This is an optimization exercise on Yosys and OpenROAD, whose aim is small area, not a production implementation.
The RTL was checked by simulation tests, not by an equivalence proof against the original design.
No activity file was given, so power comes from the tool's default toggle rates.

## flow/config.mk

```make
export PLATFORM = sky130hd
export DESIGN_NAME = nixie_core
export DESIGN_NICKNAME = nixie_core
export VERILOG_FILES = /design/flow/design.v
export SDC_FILE = /design/flow/constraint.sdc
export NUM_CORES = 4
export LEC_CHECK = 0
export CAP_MARGIN = 20
export CORE_MARGIN = 2
export CORE_UTILIZATION = 40
export SLEW_MARGIN = 20
```

## flow/constraint.sdc

```tcl
create_clock -name core_clock -period 10.0 [get_ports {clk}]
set_input_delay 2.0000 -clock core_clock [delete_from_list [all_inputs] [get_ports {clk}]]
set_output_delay 2.0000 -clock core_clock [all_outputs]
set_load 0.01 [all_outputs]
```

## flow/design.v

```verilog
module nixie_core (
    input  wire       clk,
    input  wire       rst,           
    input  wire       tick_in,       
    input  wire [7:0] btn_in,        
    input  wire       scl_i,         
    input  wire       sda_i,         
    output reg        scl_oe,        
    output reg        sda_oe,        
    output wire [5:0] anode_out,
    output wire [7:0] cathode_out
);
    reg [2:0] btn_s1, btn_s2;
    reg       scl_s1, scl_s2, sda_s1, sda_s2;
    always @(posedge clk) begin
        if (rst) begin
            btn_s1 <= 3'b111;
            btn_s2 <= 3'b111;
            scl_s1 <= 1'b1;
            scl_s2 <= 1'b1;
            sda_s1 <= 1'b1;
            sda_s2 <= 1'b1;
        end else begin
            btn_s1 <= btn_in[2:0];
            btn_s2 <= btn_s1;
            scl_s1 <= scl_i;
            scl_s2 <= scl_s1;
            sda_s1 <= sda_i;
            sda_s2 <= sda_s1;
        end
    end
    wire [2:0] sample = ~btn_s2;
    localparam [3:0] F_INIT_RD  = 4'd0;
    localparam [3:0] F_INIT_WR0 = 4'd1;
    localparam [3:0] F_INIT_WR7 = 4'd2;
    localparam [3:0] F_UPD_S    = 4'd3;
    localparam [3:0] F_UPD_M    = 4'd4;
    localparam [3:0] F_UPD_H    = 4'd5;
    localparam [3:0] F_DEB      = 4'd6;
    localparam [3:0] F_RSEC_WR  = 4'd7;
    localparam [3:0] F_MIN_RD   = 4'd8;
    localparam [3:0] F_MIN_WR   = 4'd9;
    localparam [3:0] F_MIN_RD2  = 4'd10;
    localparam [3:0] F_HR_RD    = 4'd11;
    localparam [3:0] F_HR_WR    = 4'd12;
    localparam [3:0] F_HR_RD2   = 4'd13;
    localparam [3:0] S_START = 4'd0;
    localparam [3:0] S_ADW   = 4'd1;
    localparam [3:0] S_RETRY = 4'd2;
    localparam [3:0] S_REG   = 4'd3;
    localparam [3:0] S_DATA  = 4'd4;
    localparam [3:0] S_RS    = 4'd5;
    localparam [3:0] S_ADR   = 4'd6;
    localparam [3:0] S_RX    = 4'd7;
    localparam [3:0] S_STOP  = 4'd8;
    localparam [3:0] S_HANG  = 4'd9;
    reg [3:0] fst;
    reg [3:0] sst;
    reg [2:0] ph;
    reg [3:0] bitn;       
    reg [9:0] timer;
    reg [6:0] rb;         
    reg [2:0] cand, conf, stab;
    wire [2:0] rise = cand & ~conf;
    wire is_wr = (fst == F_INIT_WR0) || (fst == F_INIT_WR7) || (fst == F_RSEC_WR) ||
                 (fst == F_MIN_WR) || (fst == F_HR_WR);
    reg [7:0] reg_addr;
    always @(*) begin
        case (fst)
            F_INIT_WR7: reg_addr = 8'h07;
            F_UPD_M, F_MIN_RD, F_MIN_WR, F_MIN_RD2: reg_addr = 8'h01;
            F_UPD_H, F_HR_RD, F_HR_WR, F_HR_RD2:    reg_addr = 8'h02;
            default: reg_addr = 8'h00;
        endcase
    end
    reg [7:0] mu, mt, inc_min;
    always @(*) begin
        mu = {4'h0, rb[3:0]} + 8'd1;
        mt = {5'h00, rb[6:4]};
        if (mu == 8'd10) begin
            mu = 8'd0;
            mt = mt + 8'd1;
        end
        if (mt == 8'd6)
            mt = 8'd0;
        inc_min = (mt << 4) | mu;
    end
    reg [7:0] hu, ht, inc_hr;
    always @(*) begin
        hu = {4'h0, rb[3:0]} + 8'd1;
        ht = {6'h00, rb[5:4]};
        if (hu == 8'd10) begin
            hu = 8'd0;
            ht = ht + 8'd1;
        end
        if (ht == 8'd2 && hu == 8'd4) begin
            ht = 8'd0;
            hu = 8'd0;
        end
        inc_hr = (ht << 4) | hu;
    end
    reg [7:0] wdata;
    always @(*) begin
        case (fst)
            F_INIT_WR0: wdata = {1'b0, rb};
            F_INIT_WR7: wdata = 8'h12;
            F_MIN_WR:   wdata = inc_min;
            F_HR_WR:    wdata = inc_hr;
            default:    wdata = 8'h00;
        endcase
    end
    reg [7:0] tx_byte;
    always @(*) begin
        case (sst)
            S_ADW:   tx_byte = 8'hD0;
            S_ADR:   tx_byte = 8'hD1;
            S_REG:   tx_byte = reg_addr;
            default: tx_byte = wdata;
        endcase
    end
    wire tx_pull = (sst != S_RX) && !bitn[3] && !tx_byte[~bitn[2:0]];
    reg        db_we;
    reg [1:0]  db_pair;
    reg        db_zero;
    always @(*) begin
        db_we   = 1'b0;
        db_pair = 2'd0;
        db_zero = 1'b0;
        case (fst)
            F_UPD_S:   begin db_we = 1'b1; db_pair = 2'd2; end
            F_UPD_M:   begin db_we = 1'b1; db_pair = 2'd1; end
            F_UPD_H:   begin db_we = 1'b1; db_pair = 2'd0; end
            F_RSEC_WR: begin db_we = 1'b1; db_pair = 2'd2; db_zero = 1'b1; end
            F_MIN_RD2: begin db_we = 1'b1; db_pair = 2'd1; end
            F_HR_RD2:  begin db_we = 1'b1; db_pair = 2'd0; end
            default: ;
        endcase
    end
    wire [3:0] db_u = db_zero ? 4'd0 : rb[3:0];
    wire [2:0] db_t = db_zero ? 3'd0 : rb[6:4];
    reg [1:0] d_ht;
    reg [2:0] d_mt, d_st;
    reg [3:0] d_hu, d_mu, d_su;
    wire end_step = (sst == S_STOP) && (ph == 3'd3) && (timer == 10'd0);
    always @(posedge clk) begin
        if (rst) begin
            fst    <= F_INIT_RD;
            sst    <= S_START;
            ph     <= 3'd0;
            timer  <= 10'd2;
            scl_oe <= 1'b0;
            sda_oe <= 1'b0;
            cand   <= 3'd0;
        end else if (fst == F_DEB) begin
            if (timer != 10'd0)
                timer <= timer - 10'd1;
            else begin
                timer <= 10'd999;
                if (sample == cand) begin
                    stab <= stab + 3'd1;
                    if (stab == 3'd4) begin
                        if (rise[0])      begin fst <= F_RSEC_WR; timer <= 10'd3; end
                        else if (rise[1]) begin fst <= F_MIN_RD;  timer <= 10'd4; end
                        else if (rise[2]) begin fst <= F_HR_RD;   timer <= 10'd5; end
                        else              begin fst <= F_UPD_S;   timer <= 10'd6; end
                    end
                end else begin
                    cand <= sample;
                    stab <= 3'd0;
                end
            end
        end else if (sst == S_HANG) begin
        end else if (timer != 10'd0) begin
            timer <= timer - 10'd1;
        end else begin
            case (sst)
                S_START: if (ph == 3'd0) begin
                    bitn <= 4'd0;
                    if (scl_s2 && sda_s2) begin
                        sda_oe <= 1'b1;
                        ph     <= 3'd1;
                        timer  <= 10'd4;
                    end
                end else begin
                    scl_oe <= 1'b1;
                    ph     <= 3'd0;
                    sst    <= S_ADW;
                    timer  <= 10'd7;
                end
                S_RS: begin
                    case (ph)
                        3'd0: sda_oe <= 1'b0;
                        3'd1: scl_oe <= 1'b0;
                        3'd2: if (scl_s2) sda_oe <= 1'b1;
                        default: scl_oe <= 1'b1;
                    endcase
                    if (ph != 3'd2 || scl_s2) begin
                        ph    <= (ph == 3'd3) ? 3'd0 : ph + 3'd1;
                        timer <= (ph == 3'd3) ? 10'd7 : 10'd4;
                        if (ph == 3'd3) sst <= S_ADR;
                    end
                end
                S_RETRY, S_STOP: begin
                    case (ph)
                        3'd0: begin
                            sda_oe <= 1'b1;
                            ph     <= 3'd1;
                            timer  <= 10'd4;
                        end
                        3'd1: begin
                            scl_oe <= 1'b0;
                            ph     <= 3'd2;
                            timer  <= 10'd4;
                        end
                        3'd2: if (scl_s2) begin
                            sda_oe <= 1'b0;
                            timer  <= 10'd7;
                            if (sst == S_RETRY) begin
                                sst <= S_START;
                                ph  <= 3'd0;
                            end else
                                ph  <= 3'd3;
                        end
                        default: begin
                            sst <= S_START;
                            ph  <= 3'd0;
                            timer <= 10'd1;
                            case (fst)
                                F_INIT_RD:  fst <= F_INIT_WR0;
                                F_INIT_WR0: fst <= F_INIT_WR7;
                                F_INIT_WR7: fst <= F_UPD_S;
                                F_UPD_S:    fst <= F_UPD_M;
                                F_UPD_M:    fst <= F_UPD_H;
                                F_UPD_H: begin
                                    fst   <= F_DEB;
                                    conf  <= cand;
                                    cand  <= sample;
                                    stab  <= 3'd0;
                                    timer <= 10'd999;
                                end
                                F_RSEC_WR: begin
                                    if (rise[1])      begin fst <= F_MIN_RD; timer <= 10'd2; end
                                    else if (rise[2]) begin fst <= F_HR_RD;  timer <= 10'd3; end
                                    else              begin fst <= F_UPD_S;  timer <= 10'd4; end
                                end
                                F_MIN_RD:   fst <= F_MIN_WR;
                                F_MIN_WR:   fst <= F_MIN_RD2;
                                F_MIN_RD2: begin
                                    if (rise[2]) begin fst <= F_HR_RD; timer <= 10'd2; end
                                    else         begin fst <= F_UPD_S; timer <= 10'd3; end
                                end
                                F_HR_RD:    fst <= F_HR_WR;
                                F_HR_WR:    fst <= F_HR_RD2;
                                default: begin fst <= F_UPD_S; timer <= 10'd2; end
                            endcase
                        end
                    endcase
                end
                default: begin  
                    case (ph)
                        3'd0: begin
                            sda_oe <= tx_pull;
                            ph     <= 3'd1;
                            timer  <= 10'd4;
                        end
                        3'd1: begin
                            scl_oe <= 1'b0;
                            ph     <= 3'd2;
                            timer  <= 10'd4;
                        end
                        3'd2: if (scl_s2) begin
                            if (bitn[3])
                                bitn <= {3'b100, sda_s2};
                            else if (sst == S_RX)
                                rb <= {rb[5:0], sda_s2};
                            ph    <= 3'd3;
                            timer <= 10'd4;
                        end
                        3'd3: begin
                            scl_oe <= 1'b1;
                            timer  <= 10'd4;
                            if (bitn[3])
                                ph <= 3'd4;
                            else begin
                                bitn <= bitn + 4'd1;
                                ph   <= 3'd0;
                            end
                        end
                        default: begin
                            sda_oe <= 1'b0;
                            ph     <= 3'd0;
                            bitn   <= 4'd0;
                            timer  <= 10'd2;
                            case (sst)
                                S_ADW:  sst <= bitn[0] ? S_RETRY : S_REG;
                                S_REG:  sst <= bitn[0] ? S_HANG : (is_wr ? S_DATA : S_RS);
                                S_DATA: sst <= bitn[0] ? S_HANG : S_STOP;
                                S_ADR:  sst <= bitn[0] ? S_HANG : S_RX;
                                default: sst <= S_STOP;
                            endcase
                        end
                    endcase
                end
            endcase
        end
    end
    always @(posedge clk) begin
        if (rst) begin
            d_ht <= 2'd0; d_hu <= 4'd0;
            d_mt <= 3'd0; d_mu <= 4'd0;
            d_st <= 3'd0; d_su <= 4'd0;
        end else if (end_step && db_we) begin
            case (db_pair)
                2'd0: begin d_ht <= db_t[1:0]; d_hu <= db_u; end
                2'd1: begin d_mt <= db_t;      d_mu <= db_u; end
                default: begin d_st <= db_t;   d_su <= db_u; end
            endcase
        end
    end
    reg [5:0] frame_tick;
    reg [2:0] tube_index;
    reg       anode_on;
    reg [3:0] cdig;        
    wire [2:0] next_tube = (tube_index == 3'd5) ? 3'd0 : tube_index + 3'd1;
    reg  [3:0] next_digit;
    always @(*) begin
        case (next_tube)
            3'd0: next_digit = {2'b00, d_ht};
            3'd1: next_digit = d_hu;
            3'd2: next_digit = {1'b0, d_mt};
            3'd3: next_digit = d_mu;
            3'd4: next_digit = {1'b0, d_st};
            default: next_digit = d_su;
        endcase
    end
    always @(posedge clk) begin
        if (rst) begin
            frame_tick <= 6'd0;
            tube_index <= 3'd0;
            anode_on   <= 1'b0;
            cdig       <= 4'hF;
        end else if (tick_in) begin
            if (frame_tick == 6'd0)
                anode_on <= 1'b1;
            else if (frame_tick == 6'd30)
                anode_on <= 1'b0;
            else if (frame_tick == 6'd35) begin
                tube_index <= next_tube;
                cdig       <= next_digit;
            end
            if (frame_tick == 6'd40)
                frame_tick <= 6'd0;
            else
                frame_tick <= frame_tick + 6'd1;
        end
    end
    assign anode_out = anode_on ? (6'b000001 << tube_index) : 6'b000000;
    reg [7:0] cath;
    always @(*) begin
        case (cdig)
            4'd0: cath = 8'h3F;
            4'd1: cath = 8'h06;
            4'd2: cath = 8'h5B;
            4'd3: cath = 8'h4F;
            4'd4: cath = 8'h66;
            4'd5: cath = 8'h6D;
            4'd6: cath = 8'h7D;
            4'd7: cath = 8'h07;
            4'd8: cath = 8'h7F;
            4'd9: cath = 8'h6F;
            default: cath = 8'h00;
        endcase
    end
    assign cathode_out = cath;
endmodule
```

## flow/run.sh

```bash
#!/bin/bash
# synth_recipe.tcl (not shown) runs the flow's synth.tcl, then flattens the netlist and writes it again
# the make line also repeats each setting of config.mk as NAME=value (left out here)
make -C /OpenROAD-flow-scripts/flow DESIGN_CONFIG=/design/flow/config.mk WORK_HOME=/design/flow/orfs CLKGATE_MAP_FILE= SYNTH_SCRIPT=/design/flow/synth_recipe.tcl finish
```

==> notes.md <==
* Hold Path Stages at 1
* Top Usage Layer GRT: met2
* Drt wl/cell at between 15 and 20 um
* Most common cell on crit path: and2_1
* Post-synth top flop: dfxtp_1
* Via count at around 5,400
* Post-CTS setup buffers at 0
* First DRT Iteration DRCs at around 450
* Static leakage at about 2.4 nW
* Pin count of the biggest net entering global routing at ~80
* Worst EP required at ~10,000 ps
* Clock buffer depth at 2
* Site Rows at 45
* RSZ-0062 raised after global routing: no
* Seq/Total Area, Yosys at 0.346
* Met1 global-route usage at 0.244
* Worst-case reg-to-reg path depth at 7
* Sink Count at 97
* DIE AREA at 16,300 um2
* CTS H-Tree Depth at 3
* Clock skew at 5.30 ps
* Stages on the worst setup path at 7
* Number of global-route vias before repair at between 4,000 and 5,000
* # IOs at 29
* Max Slew Vio Count at 0
* Met3 usage at 0.0394
* Synthesized net count at about 800
* I/O Buffers at 22
* Met2 Usage GRT at 0.283
* Commonest non-fill, non-tap cell in the layout: nor2_1
* CP arrival at between 4000 and 5000 ps
* Skew-Pair Late Insertion Delay at between 300 and 400 ps
* Mapped Cells at ~750
* Final worst path period share at 0.422
* Final-report setup violation count at 0
* Cell area after synthesis at 6100 um2
* Gate family responsible for the most delay along the worst path: simple AND/OR/NAND/NOR gates
* Nets at 771
* CP endpoint kind: flop
* Max Cap Viol at 0
* Worst Hold Class: flop to flop
* Pwr Density at between 150 and 200 nW/um2
* Bufs and invs on worst path at 1
* Max Clk Rate at between 0.2 and 0.25 GHz
* EDFF count, synth at 17
* Total Power at ~1.1 mW
* Post-Route WL at between 10 and 15 mm
* Most frequent cells in the layout: nor2_1 (99), dfxtp_1 (80), a21oi_1 (49), nand2_1 (45), o21ai_0 (40)
* Die Span X at around 130 um
* Chip height at ~130 um
* Initial antenna violation count at 0
* Area Growth Syn to Fin at 9.66%
* Avg Synthesized Cell Area at approximately 8 um2
* Post-cts resize count at 0
* First-pass DRT Iterations at 5
* Slowest CP cell: clkdlybuf4s50_1
* Crit path max fanout at 12
* CTS buffer count at 9
* Async set-reset flop share out of synthesis at 0
* GRT Overall Usage at 0.179
* Setup Crit Path Kind: input port to flop
* # diodes at 0
* Gpl congestion at roughly 0.89
* Overflow after GRT at 0
* Antenna viol nets, final at 0
* Worst slew pin tran at ~1000 ps
* CTS Hold Bufs at 0
* CP cell instances: clkdlybuf4s50_1 > nand4_1 > and2_1 > a211oi_2 > and2_1 > nor2_1 > a31oi_1
* DRC at 0
* Minimum clock period at about 4200 ps
* Hpwl dp at a little over 10 mm
* Via-per-instance ratio at 5.77
* Setup TNS at 0 ps
* Synthesis Warnings at 1
* Clock Tree Root: clkbuf_16
* CTS tree: yes
* Yosys cell types at 80
* Worst-path clk slew at approximately 70 ps
* Startpoint Class: input port
* Peak VDD IR at 86.0 uV
* CP peak stage delay at about 660 ps
* Area of the core at approximately 15,000 um2
* Worst R2R Setup Slack at around 6700 ps
* #FFs+latches synth at 97
* Final hold viol count at 0
* Slew headroom at 0.292
* Layout cells sized above 1 at 0.0647
* Status: complete, no violations
* First-pass GRT wire length at around 24 mm
* Initial Util at 0.406
[flip-flops by register name, summed over array words and instances (netlist names), 6 cells and up]
register	flops
timer	10
rb	7
frame_tick	6
cathode_out	7
[cell families (layout without fill, tap and decap cells)]
logic type      after synthesis  count (layout)  share of synthesized area
compound gates              192             192                      0.208
flops                        97              97                      0.346
xor+xnor                     15              15                     0.0215
simple gates                312             312                      0.274
fa+ha+maj                    22              22                     0.0447
mux                          33              33                     0.0548
buf+inv                      79              70                     0.0505
other cells                   1               1                   0.000615
[worst register-to-register path, stage by stage, from the launching register on]
cell and delay, ps:
dfxtp_1 310, inv_1 80, ha_1 210, nor3b_4 300
nand3_2 220, or3_4 480, or4_1 460, nor4_2 900
[cell type report]
type	count	area, um2
clock buffer	11	264
fill	1454	8340
clock inverter	5	48.8
sequential	97	2110
inverter	30	113
tap	188	235
timing repair buffer	24	230
multi-input combinational	575	3690
[report_power, final]
group / leakage (nW) / switching, mW / total [mW] / internal (mW)
clock network: 0.156 / 0.165 / 0.362 / 0.197
registers: 0.805 / 0.0377 / 0.463 / 0.425
logic: 1.43 / 0.170 / 0.287 / 0.117
[layer usage]
layer  vias to the layer above  routed length (um)
met5                         -                   0
met4                         0                 261
met3                        18                 622
met2                       134                6610
met1                      2540                6860
li1                       2677                   -
[final timing paths]
kind	startpoint	endpoint
worst max-delay path	tick_in	cathode_out[2]
worst min-delay path	btn_s1[0]	btn_s2[0]
worst max register to register	timer[0]	rb[0]
worst min register to register	btn_s1[0]	btn_s2[0]
[metrics by stage]
stage	hold slack (ps)	area, um2	utilization	instances	setup slack, ps
floorplan	389	6100	-	751	6230
finish	409	6690	0.445	930	5780
global placement	392	6380	0.424	914	5480
detailed placement	393	6380	0.424	914	5440
CTS	410	6690	0.445	930	5790
global route	422	6690	0.445	930	5540
[cell usage after synthesis, drive strengths merged (3+ instances only)]
master | instances | area share
a2111oi | 4 | 0.0059
a211o | 5 | 0.0072
a211oi | 16 | 0.021
a21o | 3 | 0.0037
a21oi | 49 | 0.040
a22oi | 3 | 0.0037
a311oi | 3 | 0.0043
a31oi | 15 | 0.015
and2 | 17 | 0.017
and3 | 6 | 0.0062
buf | 9 | 0.0074
clkbuf | 40 | 0.025
dfxtp | 80 | 0.26
edfxtp | 17 | 0.084
ha | 21 | 0.043
inv | 30 | 0.018
mux2 | 3 | 0.0055
mux2i | 30 | 0.049
nand2 | 45 | 0.028
nand2b | 19 | 0.019
nand3 | 13 | 0.011
nand3b | 10 | 0.012
nand4 | 12 | 0.012
nand4b | 3 | 0.0043
nor2 | 99 | 0.061
nor2b | 22 | 0.023
nor3 | 22 | 0.019
nor3b | 5 | 0.0080
nor4 | 8 | 0.014
nor4bb | 3 | 0.0049
o2111ai | 3 | 0.0043
o211ai | 6 | 0.0074
o21ai | 42 | 0.034
o221ai | 4 | 0.0057
o22ai | 5 | 0.0051
o31a | 3 | 0.0043
o31ai | 6 | 0.0074
or2 | 13 | 0.013
or3 | 7 | 0.0080
xnor2 | 7 | 0.010
xor2 | 8 | 0.011

## static timing again, ports no longer ideal
How much do the figures lean on ideal ports? The routed layout below was timed once more, with nothing changed but the port constraints.
Step 1, drivers: a clkbuf_16 drives clk and a buf_2 each remaining input, both assumed.
Step 2, shift: input delay + t, output delay - t, t = (earliest + latest rising clock arrival at the registers) / 2. This alone moves slack from input paths to output paths.
Slacks: ideal / step 1 / step 2; pairs: ideal / step 1.
t, ns: 0.398
setup slack, ns: 5.776 / 5.792 / 5.395
hold slack, ns: 0.409 / 0.409 / 0.409
cell pins on the clock port's net: 1
After both steps setup and hold are still met in this run. The setup slack of this run moves by +0.016 ns with the drivers and by -0.381 ns with both steps.
